This is an optimization exercise on Yosys and OpenROAD, whose aim is small area, not a production implementation. In this exercise RTL edits were held to simulation tests only and were not proved equivalent to the original. Power and IR drop assume default switching activity.

[design/flow/config.mk]
export PLATFORM = sky130hd
export DESIGN_NAME = thumbdv_pe
export DESIGN_NICKNAME = thumbdv_pe
export VERILOG_FILES = /design/flow/design.v
export SDC_FILE = /design/flow/constraint.sdc
export NUM_CORES = 4
export LEC_CHECK = 0
export CAP_MARGIN = 20
export CORE_MARGIN = 2
export CORE_UTILIZATION = 40
export SLEW_MARGIN = 20
[design/flow/design.v]
module pe_cmd_rom (
    input  wire [2:0]  cmd,
    input  wire [16:0] idx,
    output reg  [7:0]  data,
    output reg  [16:0] len
);
    always @* begin
        data = 8'h00;
        len  = 17'd1;
        case (cmd)
            3'd0: begin  
                len = 17'd5;
                case (idx)
                    17'd0: data = 8'h61; 17'd1: data = 8'h00; 17'd2: data = 8'h01;
                    17'd3: data = 8'h00; 17'd4: data = 8'h33;
                    default: data = 8'h00;
                endcase
            end
            3'd1: begin  
                len = 17'd5;
                case (idx)
                    17'd0: data = 8'h61; 17'd1: data = 8'h00; 17'd2: data = 8'h01;
                    17'd3: data = 8'h00; 17'd4: data = 8'h30;
                    default: data = 8'h00;
                endcase
            end
            3'd2: begin  
                len = 17'd5;
                case (idx)
                    17'd0: data = 8'h61; 17'd1: data = 8'h00; 17'd2: data = 8'h01;
                    17'd3: data = 8'h00; 17'd4: data = 8'h31;
                    default: data = 8'h00;
                endcase
            end
            3'd3: begin  
                len = 17'd17;
                case (idx)
                    17'd0:  data = 8'h61; 17'd1:  data = 8'h00; 17'd2:  data = 8'h0D;
                    17'd3:  data = 8'h00; 17'd4:  data = 8'h0A; 17'd5:  data = 8'h01;
                    17'd6:  data = 8'h30; 17'd7:  data = 8'h07; 17'd8:  data = 8'h63;
                    17'd9:  data = 8'h40; 17'd10: data = 8'h00; 17'd11: data = 8'h00;
                    17'd12: data = 8'h00; 17'd13: data = 8'h00; 17'd14: data = 8'h00;
                    17'd15: data = 8'h00; 17'd16: data = 8'h48;
                    default: data = 8'h00;
                endcase
            end
            3'd4: begin  
                len = 17'd7;
                case (idx)
                    17'd0: data = 8'h61; 17'd1: data = 8'h00; 17'd2: data = 8'h03;
                    17'd3: data = 8'h00; 17'd4: data = 8'h15; 17'd5: data = 8'h00;
                    17'd6: data = 8'h00;
                    default: data = 8'h00;
                endcase
            end
            3'd5: begin  
                len = 17'd15;
                case (idx)
                    17'd0:  data = 8'h61; 17'd1:  data = 8'h00; 17'd2:  data = 8'h0B;
                    17'd3:  data = 8'h01; 17'd4:  data = 8'h01; 17'd5:  data = 8'h48;
                    17'd6:  data = 8'h9E; 17'd7:  data = 8'h8D; 17'd8:  data = 8'h32;
                    17'd9:  data = 8'h88; 17'd10: data = 8'h26; 17'd11: data = 8'h1A;
                    17'd12: data = 8'h3F; 17'd13: data = 8'h61; 17'd14: data = 8'hE8;
                    default: data = 8'h00;
                endcase
            end
            default: begin
                data = 8'h00;
                len  = 17'd1;
            end
        endcase
    end
endmodule
module pe_tpl_rom (
    input  wire [1:0]  tpl,
    input  wire [16:0] idx,
    output reg  [7:0]  data,
    output reg  [16:0] len
);
    always @* begin
        data = 8'h00;
        len  = 17'd1;
        case (tpl)
            2'd0: begin  
                len = 17'd4;
                case (idx)
                    17'd0: data = 8'h00; 17'd1: data = 8'h01; 17'd2: data = 8'h00;
                    17'd3: data = 8'h39;
                    default: data = 8'h00;
                endcase
            end
            2'd1: begin  
                len = 17'd3;
                case (idx)
                    17'd0: data = 8'h00; 17'd1: data = 8'h0A; 17'd2: data = 8'h00;
                    default: data = 8'h00;
                endcase
            end
            2'd2: begin  
                len = 17'd3;
                case (idx)
                    17'd0: data = 8'h00; 17'd1: data = 8'h15; 17'd2: data = 8'h00;
                    default: data = 8'h00;
                endcase
            end
            default: begin  
                len = 17'd3;
                case (idx)
                    17'd0: data = 8'h02; 17'd1: data = 8'h00; 17'd2: data = 8'hA0;
                    default: data = 8'h00;
                endcase
            end
        endcase
    end
endmodule
module thumbdv_pe (
    input  wire        clk,
    input  wire        rst,           
    output wire        tx_valid,
    output wire [7:0]  tx_data,
    output wire [16:0] tx_count,
    input  wire        tx_ready,
    input  wire        tx_fault,
    output wire        rx_ready,
    input  wire        rx_valid,
    input  wire [7:0]  rx_data,
    input  wire        rx_short,
    input  wire        rx_fault,
    output reg  [16:0] rd_count,
    output reg  [16:0] rd_got,
    output wire [2:0]  sstate,
    output wire [2:0]  step,
    output wire        failed,
    output wire [2:0]  fail_step,
    output wire [2:0]  fail_cause,
    output reg         id_valid,
    output reg         id_sel,
    output reg  [7:0]  id_data,
    output reg         id_done,
    output reg         progress
);
    localparam [2:0] ST_UNINIT     = 3'd0;
    localparam [2:0] ST_RESET      = 3'd1;
    localparam [2:0] ST_CONFIGURED = 3'd2;
    localparam [2:0] ST_STREAMING  = 3'd3;
    localparam [2:0] ST_FAILED     = 3'd4;
    localparam [2:0] PH_TX        = 3'd0;
    localparam [2:0] PH_RX_MARK   = 3'd1;
    localparam [2:0] PH_RX_LEN_HI = 3'd2;
    localparam [2:0] PH_RX_LEN_LO = 3'd3;
    localparam [2:0] PH_RX_PAY    = 3'd4;
    localparam [2:0] PH_HALT      = 3'd5;
    localparam [2:0] C_NONE     = 3'd0;
    localparam [2:0] C_IO       = 3'd1;
    localparam [2:0] C_SHORT    = 3'd2;
    localparam [2:0] C_MARKER   = 3'd3;
    localparam [2:0] C_CONTENT  = 3'd4;
    localparam [2:0] C_LENGTH   = 3'd5;
    localparam [7:0]  MARKER     = 8'h61;
    localparam [15:0] STREAM_L   = 16'd322;    
    reg [2:0]  sstate_q;
    reg [2:0]  step_q;
    reg [2:0]  ph;
    reg [16:0] txi;
    reg [15:0] len;
    reg [16:0] pcnt;
    reg        mis;            
    reg [2:0]  fail_step_q;
    reg [2:0]  fail_cause_q;
    reg [2:0] cmd_sel;
    reg [1:0] tpl_sel;
    always @* begin
        case (step_q)
            3'd0: begin cmd_sel = 3'd0; tpl_sel = 2'd0; end
            3'd1: begin cmd_sel = 3'd1; tpl_sel = 2'd0; end
            3'd2: begin cmd_sel = 3'd2; tpl_sel = 2'd0; end
            3'd3: begin cmd_sel = 3'd3; tpl_sel = 2'd1; end
            3'd4: begin cmd_sel = 3'd4; tpl_sel = 2'd2; end
            default: begin cmd_sel = 3'd5; tpl_sel = 2'd3; end
        endcase
    end
    wire [7:0]  cmd_byte;
    wire [16:0] cmd_len;
    pe_cmd_rom u_cmd_rom (.cmd(cmd_sel), .idx(txi), .data(cmd_byte), .len(cmd_len));
    wire [7:0]  tpl_byte;
    wire [16:0] tpl_len;
    pe_tpl_rom u_tpl_rom (.tpl(tpl_sel), .idx(pcnt), .data(tpl_byte), .len(tpl_len));
    assign tx_valid   = (ph == PH_TX);
    assign tx_data    = cmd_byte;
    assign tx_count   = cmd_len;
    assign rx_ready   = (ph == PH_RX_MARK) || (ph == PH_RX_LEN_HI) ||
                        (ph == PH_RX_LEN_LO) || (ph == PH_RX_PAY);
    assign sstate     = sstate_q;
    assign step       = step_q;
    assign failed     = (sstate_q == ST_FAILED);
    assign fail_step  = fail_step_q;
    assign fail_cause = fail_cause_q;
    always @* begin
        case (ph)
            PH_RX_MARK:   begin rd_count = 17'd1; rd_got = 17'd0; end
            PH_RX_LEN_HI: begin rd_count = 17'd2; rd_got = 17'd0; end
            PH_RX_LEN_LO: begin rd_count = 17'd2; rd_got = 17'd1; end
            PH_RX_PAY:    begin rd_count = {1'b0, len} + 17'd1; rd_got = pcnt; end
            default:      begin rd_count = 17'd0; rd_got = 17'd0; end
        endcase
    end
    wire        tx_last   = (txi + 17'd1 == cmd_len);
    wire        pay_last  = (pcnt == {1'b0, len});
    wire        byte_mis  = (pcnt < tpl_len) && (rx_data != tpl_byte);
    wire        mis_all   = mis | byte_mis;
    wire        long_enough = ({1'b0, len} + 17'd1 >= tpl_len);
    wire        prefix_ok = !mis_all && long_enough;
    always @(posedge clk) begin
        if (rst) begin
            sstate_q     <= ST_UNINIT;
            step_q       <= 3'd0;
            ph           <= PH_TX;
            txi          <= 17'd0;
            len          <= 16'd0;
            pcnt         <= 17'd0;
            mis          <= 1'b0;
            fail_step_q  <= 3'd0;
            fail_cause_q <= C_NONE;
            id_valid     <= 1'b0;
            id_sel       <= 1'b0;
            id_data      <= 8'h00;
            id_done      <= 1'b0;
            progress     <= 1'b0;
        end else begin
            id_valid <= 1'b0;
            id_done  <= 1'b0;
            progress <= 1'b0;
            case (ph)
                PH_TX: begin
                    if (tx_fault) begin
                        fail_step_q  <= step_q;
                        fail_cause_q <= C_IO;
                        sstate_q     <= ST_FAILED;
                        ph           <= PH_HALT;
                    end else if (tx_ready) begin
                        txi <= txi + 17'd1;
                        if (tx_last) begin
                            ph <= PH_RX_MARK;
                            if (step_q == 3'd5) begin
                                sstate_q <= ST_STREAMING;
                                step_q   <= 3'd6;
                            end
                        end
                    end
                end
                PH_RX_MARK, PH_RX_LEN_HI, PH_RX_LEN_LO, PH_RX_PAY: begin
                    if (rx_fault) begin
                        fail_step_q  <= step_q;
                        fail_cause_q <= C_IO;
                        sstate_q     <= ST_FAILED;
                        ph           <= PH_HALT;
                    end else if (rx_short) begin
                        fail_step_q  <= step_q;
                        fail_cause_q <= C_SHORT;
                        sstate_q     <= ST_FAILED;
                        ph           <= PH_HALT;
                    end else if (rx_valid) begin
                        case (ph)
                            PH_RX_MARK: begin
                                if (rx_data == MARKER) begin
                                    ph <= PH_RX_LEN_HI;
                                end else begin
                                    fail_step_q  <= step_q;
                                    fail_cause_q <= C_MARKER;
                                    sstate_q     <= ST_FAILED;
                                    ph           <= PH_HALT;
                                end
                            end
                            PH_RX_LEN_HI: begin
                                len[15:8] <= rx_data;
                                ph        <= PH_RX_LEN_LO;
                            end
                            PH_RX_LEN_LO: begin
                                len[7:0] <= rx_data;
                                pcnt     <= 17'd0;
                                mis      <= 1'b0;
                                ph       <= PH_RX_PAY;
                            end
                            default: begin  
                                pcnt <= pcnt + 17'd1;
                                mis  <= mis_all;
                                if ((step_q == 3'd1 || step_q == 3'd2) && pcnt >= 17'd2) begin
                                    id_valid <= 1'b1;
                                    id_sel   <= (step_q == 3'd2);
                                    id_data  <= rx_data;
                                end
                                if (pay_last) begin
                                    case (step_q)
                                        3'd1, 3'd2: begin
                                            id_done <= 1'b1;
                                            id_sel  <= (step_q == 3'd2);
                                            step_q  <= step_q + 3'd1;
                                            ph      <= PH_TX;
                                            txi     <= 17'd0;
                                        end
                                        3'd6: begin
                                            if (len != STREAM_L) begin
                                                fail_step_q  <= step_q;
                                                fail_cause_q <= C_LENGTH;
                                                sstate_q     <= ST_FAILED;
                                                ph           <= PH_HALT;
                                            end else if (mis_all) begin
                                                fail_step_q  <= step_q;
                                                fail_cause_q <= C_CONTENT;
                                                sstate_q     <= ST_FAILED;
                                                ph           <= PH_HALT;
                                            end else begin
                                                progress <= 1'b1;
                                                ph       <= PH_TX;
                                                txi      <= 17'd0;
                                            end
                                        end
                                        default: begin  
                                            if (prefix_ok) begin
                                                if (step_q == 3'd0) sstate_q <= ST_RESET;
                                                if (step_q == 3'd3) sstate_q <= ST_CONFIGURED;
                                                step_q <= step_q + 3'd1;
                                                ph     <= PH_TX;
                                                txi    <= 17'd0;
                                            end else begin
                                                fail_step_q  <= step_q;
                                                fail_cause_q <= C_CONTENT;
                                                sstate_q     <= ST_FAILED;
                                                ph           <= PH_HALT;
                                            end
                                        end
                                    endcase
                                end
                            end
                        endcase
                    end
                end
                default: ;  
            endcase
        end
    end
endmodule
[design/flow/run.sh]
#!/bin/bash
# synth_recipe.tcl (not shown) runs the flow's synth.tcl, then flattens the netlist and writes it again
# the make line also repeats each setting of config.mk as NAME=value (left out here)
make -C /OpenROAD-flow-scripts/flow DESIGN_CONFIG=/design/flow/config.mk WORK_HOME=/design/flow/orfs CLKGATE_MAP_FILE= SYNTH_SCRIPT=/design/flow/synth_recipe.tcl finish
[design/flow/constraint.sdc]
create_clock -name core_clock -period 6.0 [get_ports {clk}]
set_input_delay 1.2000 -clock core_clock [delete_from_list [all_inputs] [get_ports {clk}]]
set_output_delay 1.2000 -clock core_clock [all_outputs]
set_load 0.01 [all_outputs]
==> flow_results.xml <==
<?xml version="1.0" encoding="UTF-8"?>
<metrics>
  <group name="power">
    <metric name="irDropWorstVdd" unit="V">0.0001757</metric>
    <metric name="power.static_leakage" unit="nW">3.040</metric>
    <metric name="internal-power" unit="mW">1.198</metric>
    <metric name="power.total" unit="mW">1.854</metric>
    <metric name="power.sequential.fraction" unit="">0.379</metric>
    <metric name="power.clock.fraction" unit="">0.312</metric>
    <metric name="power.switching" unit="mW">0.6567</metric>
    <metric name="power_switching_share" unit="">0.3541</metric>
    <metric name="power.combinational.fraction" unit="">0.309</metric>
    <metric name="pwr_density_cell" unit="nW/um^2">231.2</metric>
  </group>
  <group name="cts">
    <metric name="cts_made_buffers" unit="">9</metric>
    <metric name="htree_levels" unit="">3</metric>
    <metric name="cts_tree" unit="">built</metric>
    <metric name="number_of_buffers_added_to_fix_hold_violations_after_cts" unit="">0</metric>
    <metric name="clock_insertion_delay_worst_skew" unit="ns">0.35</metric>
    <metric name="path_clk_slew" unit="ns">0.07</metric>
    <metric name="master_cell_of_the_clock_root_buffer" unit="">sky130_fd_sc_hd__clkbuf_16</metric>
    <metric name="numClockSinks" unit="">93</metric>
    <metric name="cts_buffer_depth" unit="">2</metric>
    <metric name="number_of_buffers_inserted_to_repair_setup_after_cts" unit="">0</metric>
    <metric name="cts_repair_resize_count" unit="">0</metric>
  </group>
  <group name="grt">
    <metric name="globalRoute.totalOverflow" unit="">0</metric>
    <metric name="grt_start_max_net_pins" unit="">39</metric>
    <metric name="grt_usage" unit="">0.2292</metric>
    <metric name="grt_first_pass_wirelength" unit="um">33020</metric>
    <metric name="first_global_vias" unit="">6157</metric>
    <metric name="antenna_found_initial" unit="">0</metric>
  </group>
  <group name="worst_setup_path">
    <metric name="critical_path.startpoint" unit="">step_q[0]</metric>
    <metric name="startpoint_type" unit="">flop</metric>
    <metric name="cp-end-kind" unit="">flop</metric>
    <metric name="r2r.worst_path.cells" unit="">22</metric>
    <metric name="required" unit="ns">6.25</metric>
    <metric name="r2r_start" unit="">step_q[0]</metric>
    <metric name="cp_data_arrival_time" unit="ns">5.76</metric>
    <metric name="worst-r2r-setup-slack" unit="ns">0.48</metric>
    <metric name="crit_type" unit="">flop to flop</metric>
    <metric name="timing.critical_path.fanout_max" unit="">10</metric>
  </group>
  <group name="sta">
    <metric name="final-setup-viol-count" unit="">0</metric>
    <metric name="fin_skew" unit="ns">0.007244</metric>
    <metric name="report.final.slew_viol_count" unit="">0</metric>
    <metric name="finalHoldViolCount" unit="">0</metric>
    <metric name="rsz_0062_raised_after_global_routing" unit="">false</metric>
    <metric name="post-route-min-period" unit="ns">5.520</metric>
    <metric name="post-route-period-util" unit="">0.9200</metric>
    <metric name="fin_hold_ws" unit="ns">0.4817</metric>
    <metric name="worst_pin_slew" unit="ns">1.087</metric>
    <metric name="setup_total_negative_slack" unit="ns">0</metric>
    <metric name="timing.final.ws_setup" unit="ns">0.4802</metric>
    <metric name="fmax" unit="MHz">181.2</metric>
    <metric name="maxSlewHeadroom" unit="">0.2747</metric>
  </group>
  <group name="job">
    <metric name="max_cap_violations" unit="">0</metric>
  </group>
  <group name="finish">
    <metric name="antenna_cells_inserted" unit="">0</metric>
    <metric name="layout.cells.most_common_list" unit="">113 x sky130_fd_sc_hd__nor2_1, 93 x sky130_fd_sc_hd__dfxtp_1, 86 x sky130_fd_sc_hd__clkdlybuf4s50_1</metric>
    <metric name="most_common_cell_after_layout_fill_and_taps_aside" unit="">sky130_fd_sc_hd__nor2_1</metric>
    <metric name="finish.net_count" unit="">973</metric>
    <metric name="area_growth_synth_to_finish" unit="%">18.04</metric>
    <metric name="drive_gt1_frac" unit="">0.06589</metric>
    <metric name="finish.cell_count_without_fillers" unit="">1161</metric>
  </group>
  <group name="drt">
    <metric name="vias_per_cell" unit="">5.630</metric>
    <metric name="antenna_violating_nets_post_route" unit="">0</metric>
    <metric name="detailedRoute.firstIterationViolations" unit="">458</metric>
    <metric name="wl_per_cell" unit="um">17.72</metric>
    <metric name="detail_route.drc_violations" unit="">0</metric>
    <metric name="detail_route.wirelength" unit="um">20570</metric>
    <metric name="vias" unit="">6537</metric>
    <metric name="firstDrtPassIters" unit="">5</metric>
  </group>
  <group name="placed_design">
    <metric name="numPortBuffers" unit="">87</metric>
    <metric name="dp.cells" unit="">1145</metric>
    <metric name="place_worst_setup_slack" unit="ns">0.5696</metric>
    <metric name="dp.final_hpwl" unit="um">15120</metric>
    <metric name="routability_congestion_estimate_from_global_placement" unit="">0.9154</metric>
  </group>
  <group name="floorplan">
    <metric name="floorplan.die.height" unit="um">134.3</metric>
    <metric name="floorplan.core_area" unit="sq um">16580</metric>
    <metric name="placementRows" unit="">47</metric>
    <metric name="start_util" unit="">0.4098</metric>
    <metric name="die_area" unit="sq um">18050</metric>
    <metric name="die_width" unit="um">134.3</metric>
    <metric name="io-pin-count" unit="">101</metric>
  </group>
  <group name="synthesis">
    <metric name="synth.distinct_cells" unit="">81</metric>
    <metric name="synth_cells" unit="">893</metric>
    <metric name="synth_top_flop_cell" unit="">sky130_fd_sc_hd__dfxtp_1</metric>
    <metric name="synth_async_sr_flop_share" unit="">0</metric>
    <metric name="edff_count_synth" unit="">0</metric>
    <metric name="synth_area" unit="sq um">6795</metric>
    <metric name="postSynthRegisterBits" unit="">93</metric>
    <metric name="ys_seq_area_frac" unit="">0.2740</metric>
    <metric name="synth.yosys.warnings" unit="">3</metric>
    <metric name="synthesis.area_per_instance" unit="sq um">7.609</metric>
  </group>
  <group name="status">
    <metric name="result_of_the_run" unit="">timing/DRC/antenna clean</metric>
  </group>
  <group name="hold_path">
    <metric name="min_path_cells" unit="">2</metric>
    <metric name="min-delay-start" unit="">mis</metric>
    <metric name="hold_path.class" unit="">flop to flop</metric>
    <metric name="hold_end" unit="">mis</metric>
  </group>
</metrics>
-- metal layers --
layer | global-route usage | vias up | part of all wire
met5 | 0 | - | 0
met4 | 0.1035 | 0 | 0.034
met3 | 0.04837 | 41 | 0.055
li1 | - | 3261 | -
met2 | 0.3716 | 216 | 0.46
met1 | 0.2926 | 3019 | 0.45
-- area by class of cell --
| type | instances | area (sq um) |
|---|---|---|
| fillers | 1639 | 8562 |
| multi-input cells | 699 | 4502 |
| flip-flops and latches | 93 | 1862 |
| repair buffers | 100 | 963.4 |
| well taps | 220 | 275.3 |
| clock buffers | 11 | 252.7 |
| inverters | 33 | 123.9 |
| clock inverters | 5 | 42.54 |
-- synthesized netlist by cell type, types with 3 or more instances --
cell,number,area share
sky130_fd_sc_hd__buf_2,10,0.0074
sky130_fd_sc_hd__buf_4,14,0.015
sky130_fd_sc_hd__o31ai_1,4,0.0044
sky130_fd_sc_hd__a21o_1,4,0.0044
sky130_fd_sc_hd__a31o_2,4,0.0052
sky130_fd_sc_hd__mux2_2,5,0.0083
sky130_fd_sc_hd__nand2b_1,8,0.0074
sky130_fd_sc_hd__o22ai_1,3,0.0028
sky130_fd_sc_hd__xnor2_1,37,0.048
sky130_fd_sc_hd__o32ai_1,3,0.0039
sky130_fd_sc_hd__buf_1,3,0.0017
sky130_fd_sc_hd__a41oi_1,3,0.0039
sky130_fd_sc_hd__a311oi_1,9,0.012
sky130_fd_sc_hd__a211oi_1,8,0.0088
sky130_fd_sc_hd__or2_2,3,0.0028
sky130_fd_sc_hd__and4_1,7,0.0090
sky130_fd_sc_hd__nand4b_1,3,0.0039
sky130_fd_sc_hd__and3_1,35,0.032
sky130_fd_sc_hd__inv_1,32,0.018
sky130_fd_sc_hd__nand4_1,18,0.017
sky130_fd_sc_hd__dfxtp_1,93,0.27
sky130_fd_sc_hd__nor4_1,9,0.0083
sky130_fd_sc_hd__clkbuf_1,52,0.029
sky130_fd_sc_hd__nor3b_1,3,0.0033
sky130_fd_sc_hd__a21oi_1,55,0.041
sky130_fd_sc_hd__and2_1,9,0.0083
sky130_fd_sc_hd__o2111ai_1,3,0.0039
sky130_fd_sc_hd__a31oi_1,7,0.0064
sky130_fd_sc_hd__or3_1,7,0.0064
sky130_fd_sc_hd__nand3b_1,6,0.0066
sky130_fd_sc_hd__o21ai_0,32,0.024
sky130_fd_sc_hd__o21bai_1,3,0.0033
sky130_fd_sc_hd__xor2_1,21,0.027
sky130_fd_sc_hd__or4_1,4,0.0044
sky130_fd_sc_hd__a22oi_1,6,0.0066
sky130_fd_sc_hd__nor2b_1,13,0.012
sky130_fd_sc_hd__nand2_1,59,0.033
sky130_fd_sc_hd__o21a_1,4,0.0044
sky130_fd_sc_hd__nor2_1,113,0.062
sky130_fd_sc_hd__mux2i_1,31,0.046
sky130_fd_sc_hd__o211ai_1,6,0.0066
sky130_fd_sc_hd__ha_1,22,0.041
sky130_fd_sc_hd__nor3_1,41,0.030
sky130_fd_sc_hd__nand3_1,34,0.025
-- logic make-up after synthesis --
| group | synth area share |
|---|---|
| AOI/OAI and AO/OA | 0.1885 |
| adders and majority gates | 0.04216 |
| buffers and inverters | 0.07144 |
| and+or+nand+nor | 0.2941 |
| xor gates and xnor gates | 0.07476 |
| muxes | 0.05395 |
| DFF | 0.2740 |
| other | 0.001105 |
-- through the flow --
stage / util / instance area [sq um]
detailed placement: 0.4659 / 7726
floorplan: - / 6837
global placement: 0.4659 / 7726
global route: 0.4837 / 8021
finish: 0.4837 / 8021
CTS: 0.4837 / 8021
-- critical path, cell delays in order, from the launching register on --
cell and delay (ns):
sky130_fd_sc_hd__dfxtp_1 0.47, sky130_fd_sc_hd__inv_1 0.10, sky130_fd_sc_hd__ha_1 0.33, sky130_fd_sc_hd__or4_1 0.67, sky130_fd_sc_hd__nand3_2 0.19, sky130_fd_sc_hd__inv_1 0.06
sky130_fd_sc_hd__ha_1 0.29, sky130_fd_sc_hd__or4_1 0.50, sky130_fd_sc_hd__a21oi_1 0.15, sky130_fd_sc_hd__o21bai_1 0.14, sky130_fd_sc_hd__a2bb2oi_2 0.20, sky130_fd_sc_hd__nand3_2 0.16
sky130_fd_sc_hd__a31oi_4 0.32, sky130_fd_sc_hd__a22oi_1 0.20, sky130_fd_sc_hd__nor2_1 0.28, sky130_fd_sc_hd__inv_1 0.13, sky130_fd_sc_hd__ha_1 0.27, sky130_fd_sc_hd__inv_1 0.15
sky130_fd_sc_hd__and3_1 0.17, sky130_fd_sc_hd__nor3_1 0.05, sky130_fd_sc_hd__a21oi_1 0.15, sky130_fd_sc_hd__nand3_1 0.08, sky130_fd_sc_hd__a311o_1 0.34
-- power groups by stage --
stage | registers, mW | logic [mW] | clock network, mW
2_1_floorplan | 0.698 | 0.387 | 0
3_3_place_gp | 0.717 | 0.571 | 0
3_5_place_dp | 0.717 | 0.566 | 0
4_1_cts | 0.702 | 0.570 | 0.588
5_1_grt | 0.707 | 0.629 | 0.615
6_report | 0.702 | 0.574 | 0.579
-- worst max-delay path by stage --
| stage | end | slack [ns] | cells past startpoint |
|---|---|---|---|
| final | flop | 0.48 | 22 |
| after global routing | flop | 0.07 | 22 |
| after CTS | flop | 0.54 | 22 |
| after detailed placement | flop | 0.57 | 22 |
| after global placement | flop | 0.73 | 22 |
| after floorplan | flop | 1.0 | 24 |

re-timing with driven ports:
In the flow no input, the clock included, has a driving cell. The finished layout below was timed again as built, in two steps.
Step 1 sets driving cells, clkbuf_16 on the clock port and buf_2 on the other inputs (assumed; they add their load-dependent delay and slew).
Step 2 moves the port delays by t, midway between the first and last clock arrival at a register: inputs arrive t later, outputs are due t later. That takes back most of the time a late clock gives input paths.
a / b / c = ideal / step 1 / step 2; a / b = the first two.
shift t [ns]: 0.389
slack for setup (ns): 0.480 / 0.480 / 0.480
latest minus earliest clock arrival (ns): 0.008 / 0.007
worst slew at a driven data input, ns: 0.03
cell pins on the clock port's net: 1
After both steps setup and hold are still met in this run. For this run, drivers alone change the setup slack by 0.000 ns; drivers and shift together by 0.000 ns.
